Context: an optimization exercise on an open-source flow, tuned for small area and a short achievable clock period. The choices shown serve that exercise and are no tape-out recipe. At most, simulation tests tie the RTL to the original design; equivalence was not proved. Power figures rest on the tool's default switching activity, not on a simulated workload.

==> garnet: inputs <==
## pkt_framer
module pkt_framer (
    input             clk,
    input             rst,
    input             op_valid,
    input      [15:0] op_word,
    output            op_ready,
    output reg        res_valid,
    output reg [7:0]  res_data,
    input             rx_valid,
    input      [7:0]  rx_data,
    output            rx_ready,
    input             tx_line_ready,
    output reg        tx_valid,
    output reg [7:0]  tx_data
);
    localparam N        = 128;
    localparam IW       = 7;
    localparam BODY_MAX = 7;
    localparam [7:0] HEADER = 8'h24;    
    localparam [7:0] ENDM   = 8'h23;    
    localparam [1:0] AH = 2'd0, AB = 2'd1, AD = 2'd2;
    localparam [1:0] W00 = 2'd0, W02 = 2'd1, W04 = 2'd2, WFF = 2'd3;
    reg        rxie, txie, tx_act;
    reg        txi_en;      
    reg [4:0]  status;
    reg [1:0]  fst;
    reg [3:0]  body_len;
    reg [2:0]  cmd;
    reg [1:0]  wcode;
    reg [7:0]  body [0:BODY_MAX-1];
    wire rx_step   = rx_valid && rxie;
    wire txi_step  = !rx_step && tx_line_ready && txi_en;
    assign rx_ready = rxie;
    aoi22 u_op_ready (.a0(rx_valid), .a1(rxie), .b0(tx_line_ready), .b1(txi_en),
                      .y(op_ready));
    wire main_step = op_valid && !rx_step && !txi_step;
    wire [7:0] d = op_word[7:0];
    wire op_push_tx  = op_word[15:8] == 8'h11;
    wire op_pop_rx   = op_word == 16'h2000;
    wire op_pop_tx   = op_word == 16'h2100;
    wire op_empty_rx = op_word == 16'h3000;
    wire op_empty_tx = op_word == 16'h3100;
    wire op_fr_step  = op_word == 16'h4000;
    wire op_fr_ack   = op_word == 16'h5000;
    wire op_fr_body  = op_word[15:8] == 8'h60;
    wire op_pump     = op_word == 16'h8000;
  ...
clock: 8.0 ns
lec_check: 0
cap_margin: 20
core_margin: 2
core_utilization: 40
cts_cluster_diameter: 100
cts_cluster_size: 30
setup_slack_margin: 4.4
slew_margin: 20
synth_hierarchical: 1
standard.sh (not shown) runs the stock make flow with config.mk's settings and CLKGATE_MAP_FILE= SYNTH_SCRIPT=/design/flow/synth_recipe.tcl, a recipe that flattens the netlist after the stock synthesis.
==> flow/flow/run.sh <==
#!/bin/bash
# The standard layout (standard.sh), with the ports buffered by plain
# buffers instead of the delay cell that buffer_ports picks by default.
# standard.sh writes the ORFS logs under orfs/logs; its own output goes to
# standard.log here.
set -e
export BUFFER_PORTS_ARGS="-buffer_cell sky130_fd_sc_hd__buf_4"
bash standard.sh > standard.log 2>&1
==> xenon (differences from garnet) <==
--- a/flow/design.v
+++ b/flow/design.v
@@ -38,20 +38,14 @@
 endmodule
 module nor2m  (input a, b, output y);       assign y = ~(a | b);         endmodule
 module nand2m (input a, b, output y);       assign y = ~(a & b);         endmodule
 module nand4m (input a, b, c, d, output y); assign y = ~(a & b & c & d); endmodule
 module nand3m (input a, b, c, output y);    assign y = ~(a & b & c);     endmodule
 module nor4m  (input a, b, c, d, output y); assign y = ~(a | b | c | d); endmodule
 module nor3m  (input a, b, c, output y);    assign y = ~(a | b | c);     endmodule
-module oai21 (
-    input  a1, a2, b1,
-    output y
-);
-    assign y = ~((a1 | a2) & b1);
-endmodule
 module aoi222 (
     input  a0, a1, b0, b1, c0, c1,
     output y
 );
     assign y = ~((a0 & a1) | (b0 & b1) | (c0 & c1));
 endmodule
 module aoi22 (
@@ -103,44 +97,40 @@
             end
         end
     endgenerate
 endmodule
 module rmux_bit (
     input  [127:0] s,
     input  [127:0] m,
-    output         y_n
+    output         y
 );
     wire [42:0] t;      
     wire [10:0] u;      
-    wire [4:0]  v;      
-    wire [1:0]  w;      
+    wire [2:0]  v;      
     genvar g;
     generate
         for (g = 0; g < 42; g = g + 1) begin : a
             aoi222 x (.a0(s[3*g]), .a1(m[3*g]), .b0(s[3*g+1]), .b1(m[3*g+1]),
                       .c0(s[3*g+2]), .c1(m[3*g+2]), .y(t[g]));
         end
         aoi22 x42 (.a0(s[126]), .a1(m[126]), .b0(s[127]), .b1(m[127]), .y(t[42]));
         for (g = 0; g < 10; g = g + 1) begin : b
             nand4m x (.a(t[4*g]), .b(t[4*g+1]), .c(t[4*g+2]), .d(t[4*g+3]), .y(u[g]));
         end
         nand3m x10 (.a(t[40]), .b(t[41]), .c(t[42]), .y(u[10]));
-        for (g = 0; g < 4; g = g + 1) begin : c
-            nor2m x (.a(u[2*g]), .b(u[2*g+1]), .y(v[g]));
-        end
-        nor3m  y4 (.a(u[8]), .b(u[9]), .c(u[10]), .y(v[4]));
-        nand3m z0 (.a(v[0]), .b(v[1]), .c(v[2]), .y(w[0]));
-        nand2m z1 (.a(v[3]), .b(v[4]), .y(w[1]));
-        nor2m  o  (.a(w[0]), .b(w[1]), .y(y_n));
+        nor4m  y0  (.a(u[0]), .b(u[1]), .c(u[2]), .d(u[3]), .y(v[0]));
+        nor4m  y1  (.a(u[4]), .b(u[5]), .c(u[6]), .d(u[7]), .y(v[1]));
+        nor3m  y2  (.a(u[8]), .b(u[9]), .c(u[10]), .y(v[2]));
+        nand3m z   (.a(v[0]), .b(v[1]), .c(v[2]), .y(y));
     endgenerate
 endmodule
 module ring_rmux (
     input  [6:0]    rd,
     input  [1023:0] mem,
-    output [7:0]    y_n
+    output [7:0]    y
 );
     wire [7:0]   p, p_n;
     wire [15:0]  q_n;
     wire [127:0] s;
     dec3  u_p (.a(rd[2:0]), .y(p), .y_n(p_n));
     dec4n u_q (.a(rd[6:3]), .y_n(q_n));
     genvar i, k;
@@ -149,15 +139,15 @@
             nor2m u (.a(p_n[(i + 127) % 8]), .b(q_n[((i + 127) % 128) / 8]), .y(s[i]));
         end
         for (k = 0; k < 8; k = k + 1) begin : bt
             wire [127:0] m;
             for (i = 0; i < 128; i = i + 1) begin : col
                 assign m[i] = mem[8*i + k];
             end
-            rmux_bit u (.s(s), .m(m), .y_n(y_n[k]));
+            rmux_bit u (.s(s), .m(m), .y(y[k]));
         end
     endgenerate
 endmodule
 module pkt_framer (
     input             clk,
     input             rst,
     input             op_valid,
@@ -176,27 +166,25 @@
     localparam IW       = 7;
     localparam BODY_MAX = 7;
     localparam [7:0] HEADER = 8'h24;    
     localparam [7:0] ENDM   = 8'h23;    
     localparam [1:0] AH = 2'd0, AB = 2'd1, AD = 2'd2;
     localparam [1:0] W00 = 2'd0, W02 = 2'd1, W04 = 2'd2, WFF = 2'd3;
     reg        rxie, txie, tx_act;
-    reg        txi_en;      
     reg [4:0]  status;
     reg [1:0]  fst;
     reg [3:0]  body_len;
     reg [2:0]  cmd;
     reg [1:0]  wcode;
     reg [7:0]  body [0:BODY_MAX-1];
     wire rx_step   = rx_valid && rxie;
-    wire txi_step  = !rx_step && tx_line_ready && txi_en;
+    wire txi_step  = !rx_step && tx_line_ready && txie && tx_act;
     assign rx_ready = rxie;
-    aoi22 u_op_ready (.a0(rx_valid), .a1(rxie), .b0(tx_line_ready), .b1(txi_en),
-                      .y(op_ready));
-    wire main_step = op_valid && !rx_step && !txi_step;
+    assign op_ready = !rx_step && !txi_step;
+    wire main_step = op_valid && op_ready;
     wire [7:0] d = op_word[7:0];
     wire op_push_tx  = op_word[15:8] == 8'h11;
     wire op_pop_rx   = op_word == 16'h2000;
     wire op_pop_tx   = op_word == 16'h2100;
     wire op_empty_rx = op_word == 16'h3000;
     wire op_empty_tx = op_word == 16'h3100;
     wire op_fr_step  = op_word == 16'h4000;
@@ -252,46 +240,36 @@
             else if (tx_wr_n == tx_rd)
                 tx_full <= 1'b1;
         end else if (tx_pop_ok) begin
             tx_rd   <= tx_rd_n;
             tx_full <= 1'b0;
         end
     end
-    genvar g;
     wire [N-1:0]   rx_en, rx_en_n, tx_en, tx_en_n;
     wire [8*N-1:0] rx_mem_d, tx_mem_d;
     ring_wdec u_rx_wdec (.wr(rx_wr), .push(rx_push), .en(rx_en), .en_n(rx_en_n));
     ring_wdec u_tx_wdec (.wr(tx_wr), .push(tx_push), .en(tx_en), .en_n(tx_en_n));
     ring_hold u_rx_hold (.en(rx_en), .en_n(rx_en_n), .d(rx_data), .q(rx_mem), .y(rx_mem_d));
     ring_hold u_tx_hold (.en(tx_en), .en_n(tx_en_n), .d(d),       .q(tx_mem), .y(tx_mem_d));
     always @(posedge clk) begin
         rx_mem <= rx_mem_d;
         tx_mem <= tx_mem_d;
     end
-    wire [7:0] rx_nxt_n, tx_nxt_n;
-    ring_rmux u_rx_rmux (.rd(rx_rd), .mem(rx_mem), .y_n(rx_nxt_n));
-    ring_rmux u_tx_rmux (.rd(tx_rd), .mem(tx_mem), .y_n(tx_nxt_n));
-    wire rx_ld_din = rx_push && rx_empty;
-    wire rx_ld_nxt = (rx_push && rx_full) || rx_pop_ok;
-    wire tx_ld_din = tx_push && tx_empty;
-    wire tx_ld_nxt = (tx_push && tx_full) || tx_pop_ok;
-    wire [7:0] rx_oth_n = ~(({8{rx_ld_din}} & rx_data) |
-                            ({8{!rx_ld_din && !rx_ld_nxt}} & rx_head));
-    wire [7:0] tx_oth_n = ~(({8{tx_ld_din}} & d) |
-                            ({8{!tx_ld_din && !tx_ld_nxt}} & tx_head));
-    wire [7:0] rx_head_d, tx_head_d;
-    generate
-        for (g = 0; g < 8; g = g + 1) begin : hd
-            oai21 u_rx (.a1(rx_nxt_n[g]), .a2(!rx_ld_nxt), .b1(rx_oth_n[g]), .y(rx_head_d[g]));
-            oai21 u_tx (.a1(tx_nxt_n[g]), .a2(!tx_ld_nxt), .b1(tx_oth_n[g]), .y(tx_head_d[g]));
-        end
-    endgenerate
+    wire [7:0] rx_nxt, tx_nxt;
+    ring_rmux u_rx_rmux (.rd(rx_rd), .mem(rx_mem), .y(rx_nxt));
+    ring_rmux u_tx_rmux (.rd(tx_rd), .mem(tx_mem), .y(tx_nxt));
     always @(posedge clk) begin
-        rx_head <= rx_head_d;
-        tx_head <= tx_head_d;
+        if (rx_push && rx_empty)
+            rx_head <= rx_data;
+        else if ((rx_push && rx_full) || rx_pop_ok)
+            rx_head <= rx_nxt;
+        if (tx_push && tx_empty)
+            tx_head <= d;
+        else if ((tx_push && tx_full) || tx_pop_ok)
+            tx_head <= tx_nxt;
     end
     wire [7:0] b       = rx_head;
     wire       b_hdr   = b == HEADER;
     wire       b_end   = b == ENDM;
     assign fr_take  = main_step && op_fr_step && (fst != AD) && !rx_empty;
     assign pump_go  = main_step && op_pump && !tx_act && !tx_empty;
     assign txi_send = txi_step && !tx_empty;
@@ -357,37 +335,37 @@
             fst      <= AH;
             body_len <= 4'd0;
             cmd      <= 3'd0;
             wcode    <= WFF;
         end
     end
     wire body_we = fr_take && fst == AB && !b_end && !b_hdr;
+    genvar g;
     generate
         for (g = 0; g < BODY_MAX; g = g + 1) begin : bodyw
             always @(posedge clk)
                 if (body_we && body_len == g)
                     body[g] <= b;
         end
     endgenerate
-    wire ie_wr     = main_step && op_ie_write;
-    wire txie_nx   = ie_wr ? d[1] : txie;
-    wire tx_act_nx = pump_go ? 1'b1 : (txi_step && tx_empty) ? 1'b0 : tx_act;
     always @(posedge clk) begin
         if (rst) begin
             rxie   <= 1'b0;
             txie   <= 1'b0;
             tx_act <= 1'b0;
-            txi_en <= 1'b0;
             status <= 5'd0;
         end else begin
-            if (ie_wr)
+            if (main_step && op_ie_write) begin
                 rxie <= d[0];
-            txie   <= txie_nx;
-            tx_act <= tx_act_nx;
-            txi_en <= txie_nx && tx_act_nx;
+                txie <= d[1];
+            end
+            if (pump_go)
+                tx_act <= 1'b1;
+            else if (txi_step && tx_empty)
+                tx_act <= 1'b0;
             if (main_step && op_clr)
                 status <= status & ~d[4:0];
             else begin
                 if (rx_step && rx_full)                      status[0] <= 1'b1;
                 if (main_step && op_pop_rx && rx_empty)      status[1] <= 1'b1;
                 if (tx_push && tx_full)                      status[2] <= 1'b1;
                 if (main_step && op_pop_tx && tx_empty)      status[3] <= 1'b1;
==> flow/run.sh (new file) <==
#!/bin/bash
# synth_recipe.tcl (not shown) runs the flow's synth.tcl, then flattens the netlist and writes it again
# the make line also repeats each setting of config.mk as NAME=value (left out here)
make -C /OpenROAD-flow-scripts/flow DESIGN_CONFIG=/design/flow/config.mk WORK_HOME=/design/flow/orfs CLKGATE_MAP_FILE= SYNTH_SCRIPT=/design/flow/synth_recipe.tcl finish
Settings changed: CTS_CLUSTER_DIAMETER 100 to unset, CTS_CLUSTER_SIZE 30 to unset, SETUP_SLACK_MARGIN 4.4 to unset.
removed: flow/flow/run.sh
removed: flow/standard.sh
==> qor summary <==
quantity                                                                garnet                    xenon
Result of the run                             no timing/DRC/antenna violations  no timing/DRC/antenna violations
H-Tree Level Count                                                           3                        4
Fraction of area in clock buffers and inverters                         0.0256                   0.0798
Post-synthesis instance area                                        79700 um^2               79700 um^2
Initial cell density of the core                                         0.403                    0.403
Buffering overhead                                                      0.0147                   0.0127
Cells after DPL                                                           9632                     9516
Critical Path Slowest Stage Cell                     sky130_fd_sc_hd__a222oi_1  sky130_fd_sc_hd__nor3_2
Internal cell power                                                    12.9 mW                  16.8 mW
Startpoint of the most critical hold path                   tx_head[0]$_DFF_P_     tx_head[7]$_DFFE_PP_
Fmax                                                                 0.272 GHz                0.193 GHz
Data required time at the worst endpoint                               8660 ps                  8770 ps
Post-route insts no fill                                                  9746                     9926
Total wirelength of the detailed-routed design                          294 mm                   295 mm
Crit path from                                           rx_rd[1]$_SDFFE_PP0P_               op_word[9]
Number of non-clock buffers                                                155                      132
Fraction of standard cell area in multi-input logic                      0.408                    0.382
Final Wtd Congestion                                                     0.994                    0.953
Number of clock sinks                                                     2188                     2187
First-pass GRT wire length                                              429 mm                   433 mm
Only the layout flow was run in xenon; the RTL was not checked for function there.


==> v14 <==
pkt_framer, a different RTL version from the one above (not shown whole).
clock: 8.0 ns
lec_check: 0
cap_margin: 20
core_margin: 2
core_utilization: 40
cts_cluster_diameter: 100
cts_cluster_size: 30
place_density: 0.7
setup_slack_margin: 4.5
slew_margin: 20
synth_hierarchical: 1
==> flow/flow/run.sh <==
#!/bin/bash
# The standard layout (standard.sh), with the ports buffered by plain
# buffers instead of the delay cell that buffer_ports picks by default.
# standard.sh writes the ORFS logs under orfs/logs; its own output goes to
# standard.log here.
set -e
export BUFFER_PORTS_ARGS="-buffer_cell sky130_fd_sc_hd__buf_4"
bash standard.sh > standard.log 2>&1
==> v25: changes against v14 <==
--- a/flow/design.v
+++ b/flow/design.v
@@ -22,23 +22,12 @@
         for (g = 0; g < 16; g = g + 1) begin : d
             assign y[g]   = en && (a == g);
             assign y_n[g] = !(en && (a == g));
         end
     endgenerate
 endmodule
-module dec3n (
-    input  [2:0] a,
-    output [7:0] y_n
-);
-    genvar g;
-    generate
-        for (g = 0; g < 8; g = g + 1) begin : d
-            assign y_n[g] = (a != g);
-        end
-    endgenerate
-endmodule
 module dec4n (
     input  [3:0]  a,
     output [15:0] y_n
 );
     genvar g;
     generate
@@ -50,18 +39,12 @@
 module nor2m  (input a, b, output y);       assign y = ~(a | b);         endmodule
 module nand2m (input a, b, output y);       assign y = ~(a & b);         endmodule
 module nand4m (input a, b, c, d, output y); assign y = ~(a & b & c & d); endmodule
 module nand3m (input a, b, c, output y);    assign y = ~(a & b & c);     endmodule
 module nor4m  (input a, b, c, d, output y); assign y = ~(a | b | c | d); endmodule
 module nor3m  (input a, b, c, output y);    assign y = ~(a | b | c);     endmodule
-module oai21 (
-    input  a1, a2, b1,
-    output y
-);
-    assign y = ~((a1 | a2) & b1);
-endmodule
 module aoi222 (
     input  a0, a1, b0, b1, c0, c1,
     output y
 );
     assign y = ~((a0 & a1) | (b0 & b1) | (c0 & c1));
 endmodule
@@ -115,67 +98,55 @@
         end
     endgenerate
 endmodule
 module rmux_bit (
     input  [127:0] s,
     input  [127:0] m,
-    output         y_n
+    output         y
 );
     wire [42:0] t;      
-    wire [11:0] u;      
-    wire [5:0]  v;      
-    wire [1:0]  w;      
+    wire [10:0] u;      
+    wire [2:0]  v;      
     genvar g;
     generate
         for (g = 0; g < 42; g = g + 1) begin : a
             aoi222 x (.a0(s[3*g]), .a1(m[3*g]), .b0(s[3*g+1]), .b1(m[3*g+1]),
                       .c0(s[3*g+2]), .c1(m[3*g+2]), .y(t[g]));
         end
         aoi22 x42 (.a0(s[126]), .a1(m[126]), .b0(s[127]), .b1(m[127]), .y(t[42]));
-        for (g = 0; g < 8; g = g + 1) begin : b
+        for (g = 0; g < 10; g = g + 1) begin : b
             nand4m x (.a(t[4*g]), .b(t[4*g+1]), .c(t[4*g+2]), .d(t[4*g+3]), .y(u[g]));
         end
-        nand3m x8  (.a(t[32]), .b(t[33]), .c(t[34]), .y(u[8]));
-        nand3m x9  (.a(t[35]), .b(t[36]), .c(t[37]), .y(u[9]));
-        nand3m x10 (.a(t[38]), .b(t[39]), .c(t[40]), .y(u[10]));
-        nand2m x11 (.a(t[41]), .b(t[42]), .y(u[11]));
-        for (g = 0; g < 6; g = g + 1) begin : c
-            nor2m x (.a(u[2*g]), .b(u[2*g+1]), .y(v[g]));
-        end
-        nand3m z0 (.a(v[0]), .b(v[1]), .c(v[2]), .y(w[0]));
-        nand3m z1 (.a(v[3]), .b(v[4]), .c(v[5]), .y(w[1]));
-        nor2m  o  (.a(w[0]), .b(w[1]), .y(y_n));
+        nand3m x10 (.a(t[40]), .b(t[41]), .c(t[42]), .y(u[10]));
+        nor4m  y0  (.a(u[0]), .b(u[1]), .c(u[2]), .d(u[3]), .y(v[0]));
+        nor4m  y1  (.a(u[4]), .b(u[5]), .c(u[6]), .d(u[7]), .y(v[1]));
+        nor3m  y2  (.a(u[8]), .b(u[9]), .c(u[10]), .y(v[2]));
+        nand3m z   (.a(v[0]), .b(v[1]), .c(v[2]), .y(y));
     endgenerate
 endmodule
 module ring_rmux (
     input  [6:0]    rd,
     input  [1023:0] mem,
-    output [7:0]    y_n
+    output [7:0]    y
 );
-    wire [7:0]   p_n0, p_n1;
-    wire [15:0]  q_n0, q_n1;
+    wire [7:0]   p, p_n;
+    wire [15:0]  q_n;
     wire [127:0] s;
-    dec3n u_p0 (.a(rd[2:0]), .y_n(p_n0));
-    dec3n u_p1 (.a(rd[2:0]), .y_n(p_n1));
-    dec4n u_q0 (.a(rd[6:3]), .y_n(q_n0));
-    dec4n u_q1 (.a(rd[6:3]), .y_n(q_n1));
+    dec3  u_p (.a(rd[2:0]), .y(p), .y_n(p_n));
+    dec4n u_q (.a(rd[6:3]), .y_n(q_n));
     genvar i, k;
     generate
         for (i = 0; i < 128; i = i + 1) begin : sel
-            if (i < 64) begin : lo
-                nor2m u (.a(p_n0[(i + 127) % 8]), .b(q_n0[((i + 127) % 128) / 8]), .y(s[i]));
-            end else begin : hi
-                nor2m u (.a(p_n1[(i + 127) % 8]), .b(q_n1[((i + 127) % 128) / 8]), .y(s[i]));
-            end
+            nor2m u (.a(p_n[(i + 127) % 8]), .b(q_n[((i + 127) % 128) / 8]), .y(s[i]));
         end
         for (k = 0; k < 8; k = k + 1) begin : bt
             wire [127:0] m;
             for (i = 0; i < 128; i = i + 1) begin : col
                 assign m[i] = mem[8*i + k];
             end
-            rmux_bit u (.s(s), .m(m), .y_n(y_n[k]));
+            rmux_bit u (.s(s), .m(m), .y(y[k]));
         end
     endgenerate
 endmodule
 module pkt_framer (
     input             clk,
     input             rst,
@@ -196,25 +167,23 @@
     localparam BODY_MAX = 7;
     localparam [7:0] HEADER = 8'h24;    
     localparam [7:0] ENDM   = 8'h23;    
     localparam [1:0] AH = 2'd0, AB = 2'd1, AD = 2'd2;
     localparam [1:0] W00 = 2'd0, W02 = 2'd1, W04 = 2'd2, WFF = 2'd3;
     reg        rxie, txie, tx_act;
-    reg        txi_en;      
     reg [4:0]  status;
     reg [1:0]  fst;
     reg [3:0]  body_len;
     reg [2:0]  cmd;
     reg [1:0]  wcode;
     reg [7:0]  body [0:BODY_MAX-1];
     wire rx_step   = rx_valid && rxie;
-    wire txi_step  = !rx_step && tx_line_ready && txi_en;
+    wire txi_step  = !rx_step && tx_line_ready && txie && tx_act;
     assign rx_ready = rxie;
-    aoi22 u_op_ready (.a0(rx_valid), .a1(rxie), .b0(tx_line_ready), .b1(txi_en),
-                      .y(op_ready));
-    wire main_step = op_valid && !rx_step && !txi_step;
+    assign op_ready = !rx_step && !txi_step;
+    wire main_step = op_valid && op_ready;
     wire [7:0] d = op_word[7:0];
     wire op_push_tx  = op_word[15:8] == 8'h11;
     wire op_pop_rx   = op_word == 16'h2000;
     wire op_pop_tx   = op_word == 16'h2100;
     wire op_empty_rx = op_word == 16'h3000;
     wire op_empty_tx = op_word == 16'h3100;
@@ -272,44 +241,34 @@
                 tx_full <= 1'b1;
         end else if (tx_pop_ok) begin
             tx_rd   <= tx_rd_n;
             tx_full <= 1'b0;
         end
     end
-    genvar g;
     wire [N-1:0]   rx_en, rx_en_n, tx_en, tx_en_n;
     wire [8*N-1:0] rx_mem_d, tx_mem_d;
     ring_wdec u_rx_wdec (.wr(rx_wr), .push(rx_push), .en(rx_en), .en_n(rx_en_n));
     ring_wdec u_tx_wdec (.wr(tx_wr), .push(tx_push), .en(tx_en), .en_n(tx_en_n));
     ring_hold u_rx_hold (.en(rx_en), .en_n(rx_en_n), .d(rx_data), .q(rx_mem), .y(rx_mem_d));
     ring_hold u_tx_hold (.en(tx_en), .en_n(tx_en_n), .d(d),       .q(tx_mem), .y(tx_mem_d));
     always @(posedge clk) begin
         rx_mem <= rx_mem_d;
         tx_mem <= tx_mem_d;
     end
-    wire [7:0] rx_nxt_n, tx_nxt_n;
-    ring_rmux u_rx_rmux (.rd(rx_rd), .mem(rx_mem), .y_n(rx_nxt_n));
-    ring_rmux u_tx_rmux (.rd(tx_rd), .mem(tx_mem), .y_n(tx_nxt_n));
-    wire rx_ld_din = rx_push && rx_empty;
-    wire rx_ld_nxt = (rx_push && rx_full) || rx_pop_ok;
-    wire tx_ld_din = tx_push && tx_empty;
-    wire tx_ld_nxt = (tx_push && tx_full) || tx_pop_ok;
-    wire [7:0] rx_oth_n = ~(({8{rx_ld_din}} & rx_data) |
-                            ({8{!rx_ld_din && !rx_ld_nxt}} & rx_head));
-    wire [7:0] tx_oth_n = ~(({8{tx_ld_din}} & d) |
-                            ({8{!tx_ld_din && !tx_ld_nxt}} & tx_head));
-    wire [7:0] rx_head_d, tx_head_d;
-    generate
-        for (g = 0; g < 8; g = g + 1) begin : hd
-            oai21 u_rx (.a1(rx_nxt_n[g]), .a2(!rx_ld_nxt), .b1(rx_oth_n[g]), .y(rx_head_d[g]));
-            oai21 u_tx (.a1(tx_nxt_n[g]), .a2(!tx_ld_nxt), .b1(tx_oth_n[g]), .y(tx_head_d[g]));
-        end
-    endgenerate
+    wire [7:0] rx_nxt, tx_nxt;
+    ring_rmux u_rx_rmux (.rd(rx_rd), .mem(rx_mem), .y(rx_nxt));
+    ring_rmux u_tx_rmux (.rd(tx_rd), .mem(tx_mem), .y(tx_nxt));
     always @(posedge clk) begin
-        rx_head <= rx_head_d;
-        tx_head <= tx_head_d;
+        if (rx_push && rx_empty)
+            rx_head <= rx_data;
+        else if ((rx_push && rx_full) || rx_pop_ok)
+            rx_head <= rx_nxt;
+        if (tx_push && tx_empty)
+            tx_head <= d;
+        else if ((tx_push && tx_full) || tx_pop_ok)
+            tx_head <= tx_nxt;
     end
     wire [7:0] b       = rx_head;
     wire       b_hdr   = b == HEADER;
     wire       b_end   = b == ENDM;
     assign fr_take  = main_step && op_fr_step && (fst != AD) && !rx_empty;
     assign pump_go  = main_step && op_pump && !tx_act && !tx_empty;
@@ -377,35 +336,35 @@
             body_len <= 4'd0;
             cmd      <= 3'd0;
             wcode    <= WFF;
         end
     end
     wire body_we = fr_take && fst == AB && !b_end && !b_hdr;
+    genvar g;
     generate
         for (g = 0; g < BODY_MAX; g = g + 1) begin : bodyw
             always @(posedge clk)
                 if (body_we && body_len == g)
                     body[g] <= b;
         end
     endgenerate
-    wire ie_wr     = main_step && op_ie_write;
-    wire txie_nx   = ie_wr ? d[1] : txie;
-    wire tx_act_nx = pump_go ? 1'b1 : (txi_step && tx_empty) ? 1'b0 : tx_act;
     always @(posedge clk) begin
         if (rst) begin
             rxie   <= 1'b0;
             txie   <= 1'b0;
             tx_act <= 1'b0;
-            txi_en <= 1'b0;
             status <= 5'd0;
         end else begin
-            if (ie_wr)
+            if (main_step && op_ie_write) begin
                 rxie <= d[0];
-            txie   <= txie_nx;
-            tx_act <= tx_act_nx;
-            txi_en <= txie_nx && tx_act_nx;
+                txie <= d[1];
+            end
+            if (pump_go)
+                tx_act <= 1'b1;
+            else if (txi_step && tx_empty)
+                tx_act <= 1'b0;
             if (main_step && op_clr)
                 status <= status & ~d[4:0];
             else begin
                 if (rx_step && rx_full)                      status[0] <= 1'b1;
                 if (main_step && op_pop_rx && rx_empty)      status[1] <= 1'b1;
                 if (tx_push && tx_full)                      status[2] <= 1'b1;
==> flow/run.sh (new file) <==
#!/bin/bash
# synth_recipe.tcl (not shown) runs the flow's synth.tcl, then flattens the netlist and writes it again
# the make line also repeats each setting of config.mk as NAME=value (left out here)
make -C /OpenROAD-flow-scripts/flow DESIGN_CONFIG=/design/flow/config.mk WORK_HOME=/design/flow/orfs CLKGATE_MAP_FILE= SYNTH_SCRIPT=/design/flow/synth_recipe.tcl finish
Settings changed: PLACE_DENSITY 0.7 to default, SETUP_SLACK_MARGIN 4.5 to 4.4.
removed: flow/flow/run.sh
removed: flow/standard.sh
==> v9: changes against v14 <==
--- a/flow/design.v
+++ b/flow/design.v
@@ -22,23 +22,12 @@
         for (g = 0; g < 16; g = g + 1) begin : d
             assign y[g]   = en && (a == g);
             assign y_n[g] = !(en && (a == g));
         end
     endgenerate
 endmodule
-module dec3n (
-    input  [2:0] a,
-    output [7:0] y_n
-);
-    genvar g;
-    generate
-        for (g = 0; g < 8; g = g + 1) begin : d
-            assign y_n[g] = (a != g);
-        end
-    endgenerate
-endmodule
 module dec4n (
     input  [3:0]  a,
     output [15:0] y_n
 );
     genvar g;
     generate
@@ -118,57 +107,49 @@
 module rmux_bit (
     input  [127:0] s,
     input  [127:0] m,
     output         y_n
 );
     wire [42:0] t;      
-    wire [11:0] u;      
-    wire [5:0]  v;      
+    wire [10:0] u;      
+    wire [4:0]  v;      
     wire [1:0]  w;      
     genvar g;
     generate
         for (g = 0; g < 42; g = g + 1) begin : a
             aoi222 x (.a0(s[3*g]), .a1(m[3*g]), .b0(s[3*g+1]), .b1(m[3*g+1]),
                       .c0(s[3*g+2]), .c1(m[3*g+2]), .y(t[g]));
         end
         aoi22 x42 (.a0(s[126]), .a1(m[126]), .b0(s[127]), .b1(m[127]), .y(t[42]));
-        for (g = 0; g < 8; g = g + 1) begin : b
+        for (g = 0; g < 10; g = g + 1) begin : b
             nand4m x (.a(t[4*g]), .b(t[4*g+1]), .c(t[4*g+2]), .d(t[4*g+3]), .y(u[g]));
         end
-        nand3m x8  (.a(t[32]), .b(t[33]), .c(t[34]), .y(u[8]));
-        nand3m x9  (.a(t[35]), .b(t[36]), .c(t[37]), .y(u[9]));
-        nand3m x10 (.a(t[38]), .b(t[39]), .c(t[40]), .y(u[10]));
-        nand2m x11 (.a(t[41]), .b(t[42]), .y(u[11]));
-        for (g = 0; g < 6; g = g + 1) begin : c
+        nand3m x10 (.a(t[40]), .b(t[41]), .c(t[42]), .y(u[10]));
+        for (g = 0; g < 4; g = g + 1) begin : c
             nor2m x (.a(u[2*g]), .b(u[2*g+1]), .y(v[g]));
         end
+        nor3m  y4 (.a(u[8]), .b(u[9]), .c(u[10]), .y(v[4]));
         nand3m z0 (.a(v[0]), .b(v[1]), .c(v[2]), .y(w[0]));
-        nand3m z1 (.a(v[3]), .b(v[4]), .c(v[5]), .y(w[1]));
+        nand2m z1 (.a(v[3]), .b(v[4]), .y(w[1]));
         nor2m  o  (.a(w[0]), .b(w[1]), .y(y_n));
     endgenerate
 endmodule
 module ring_rmux (
     input  [6:0]    rd,
     input  [1023:0] mem,
     output [7:0]    y_n
 );
-    wire [7:0]   p_n0, p_n1;
-    wire [15:0]  q_n0, q_n1;
+    wire [7:0]   p, p_n;
+    wire [15:0]  q_n;
     wire [127:0] s;
-    dec3n u_p0 (.a(rd[2:0]), .y_n(p_n0));
-    dec3n u_p1 (.a(rd[2:0]), .y_n(p_n1));
-    dec4n u_q0 (.a(rd[6:3]), .y_n(q_n0));
-    dec4n u_q1 (.a(rd[6:3]), .y_n(q_n1));
+    dec3  u_p (.a(rd[2:0]), .y(p), .y_n(p_n));
+    dec4n u_q (.a(rd[6:3]), .y_n(q_n));
     genvar i, k;
     generate
         for (i = 0; i < 128; i = i + 1) begin : sel
-            if (i < 64) begin : lo
-                nor2m u (.a(p_n0[(i + 127) % 8]), .b(q_n0[((i + 127) % 128) / 8]), .y(s[i]));
-            end else begin : hi
-                nor2m u (.a(p_n1[(i + 127) % 8]), .b(q_n1[((i + 127) % 128) / 8]), .y(s[i]));
-            end
+            nor2m u (.a(p_n[(i + 127) % 8]), .b(q_n[((i + 127) % 128) / 8]), .y(s[i]));
         end
         for (k = 0; k < 8; k = k + 1) begin : bt
             wire [127:0] m;
             for (i = 0; i < 128; i = i + 1) begin : col
                 assign m[i] = mem[8*i + k];
             end
@@ -206,15 +187,14 @@
     reg [2:0]  cmd;
     reg [1:0]  wcode;
     reg [7:0]  body [0:BODY_MAX-1];
     wire rx_step   = rx_valid && rxie;
     wire txi_step  = !rx_step && tx_line_ready && txi_en;
     assign rx_ready = rxie;
-    aoi22 u_op_ready (.a0(rx_valid), .a1(rxie), .b0(tx_line_ready), .b1(txi_en),
-                      .y(op_ready));
-    wire main_step = op_valid && !rx_step && !txi_step;
+    assign op_ready = !rx_step && !txi_step;
+    wire main_step = op_valid && op_ready;
     wire [7:0] d = op_word[7:0];
     wire op_push_tx  = op_word[15:8] == 8'h11;
     wire op_pop_rx   = op_word == 16'h2000;
     wire op_pop_tx   = op_word == 16'h2100;
     wire op_empty_rx = op_word == 16'h3000;
     wire op_empty_tx = op_word == 16'h3100;
==> flow/run.sh (new file) <==
#!/bin/bash
# synth_recipe.tcl (not shown) runs the flow's synth.tcl, then flattens the netlist and writes it again
# the make line also repeats each setting of config.mk as NAME=value (left out here)
make -C /OpenROAD-flow-scripts/flow DESIGN_CONFIG=/design/flow/config.mk WORK_HOME=/design/flow/orfs CLKGATE_MAP_FILE= SYNTH_SCRIPT=/design/flow/synth_recipe.tcl finish
Settings changed: PLACE_DENSITY 0.7 to 0.45, SETUP_SLACK_MARGIN 4.5 to 4.4.
removed: flow/flow/run.sh
removed: flow/standard.sh
==> run notes <==
status complete, no violations; Cell Count, Final, Fillers Out roughly 9700; nets 7077; crit-path max FO 22; Final Critical Period roughly 3.7 ns; non-clk buf share 0.0212; sequential share of cell area 0.504; syn avg cell area roughly 12 sq um; most frequent cells in the layout dfxtp_1 (2108), a22o_1 (2051), a222oi_1 (672); clock sinks between 2000 and 2500; Sw Share 0.223; Worst Reg-to-Reg Cells 8
Source of the figures above: v25

==> run notes <==
nets between 7000 and 8000; non-clk buf share 0.0204; syn avg cell area ~12 sq um; RR Startpoint rx_rd[6]; Initial Util 0.403; sequential share of cell area 0.500; status complete, no violations; Final Critical Period between 3 and 4 ns; Worst Reg-to-Reg Cells 9; Worst Slack Setup Final 4.21 ns; Cell Count, Final, Fillers Out 9817; final slew viol count 0; Die W 450 um; most frequent cells in the layout dfxtp_1 (2124), a22o_1 (2055), a222oi_1 (672); crit-path max FO 15; clock sinks between 2000 and 2500; met3 WL around 21000 um
Source of the figures above: v9

==> run notes <==
status complete, no violations; Worst Reg-to-Reg Cells 9; die area around 200000 sq um; most common cell after layout, fill and taps aside dfxtp_1; syn avg cell area around 11 sq um; most frequent cells in the layout dfxtp_1 (2124), a22o_1 (2053), nor2_1 (681); Final Critical Period ~3.6 ns; clock sinks ~2200; crit-path max FO 15; Cell Count, Final, Fillers Out 9815; Sw Share 0.219
Source of the figures above: v14

Only the layout flow was run in v25; the RTL was not checked for function there.

==> what the ideal ports hide <==
Ports are ideal in the flow. The routed layouts listed here were re-timed in OpenROAD.
Step 1 (the two cells are an assumption about what drives the block):
set clk [get_ports {clk}]
set_driving_cell -lib_cell sky130_fd_sc_hd__clkbuf_16 $clk
set_driving_cell -lib_cell sky130_fd_sc_hd__buf_2 [delete_from_list [all_inputs] $clk]
Step 2 times the ports against the registers' clock, not the clock port: input delays grow and output delays shrink by t, the midpoint of the rising clock arrivals with the driver on.
Three values: no drivers, after step 1, after step 2; two values: the first two.
run	t (ns)	slack for setup (ns)	worst setup path after step 2
garnet	0.853	4.323 / 4.323 / 3.561	input to register
xenon	0.949	2.829 / 2.880 / 1.931	input to register
v14	0.845	4.382 / 4.381 / 3.593	input to register
v25	0.839	4.264 / 4.264 / 3.527	input to register
v9	0.863	4.213 / 4.213 / 3.673	input to register
After both steps setup and hold are still met in every run listed. For xenon, which loses most, drivers alone change the setup slack by +0.051 ns; drivers and shift together by -0.898 ns.
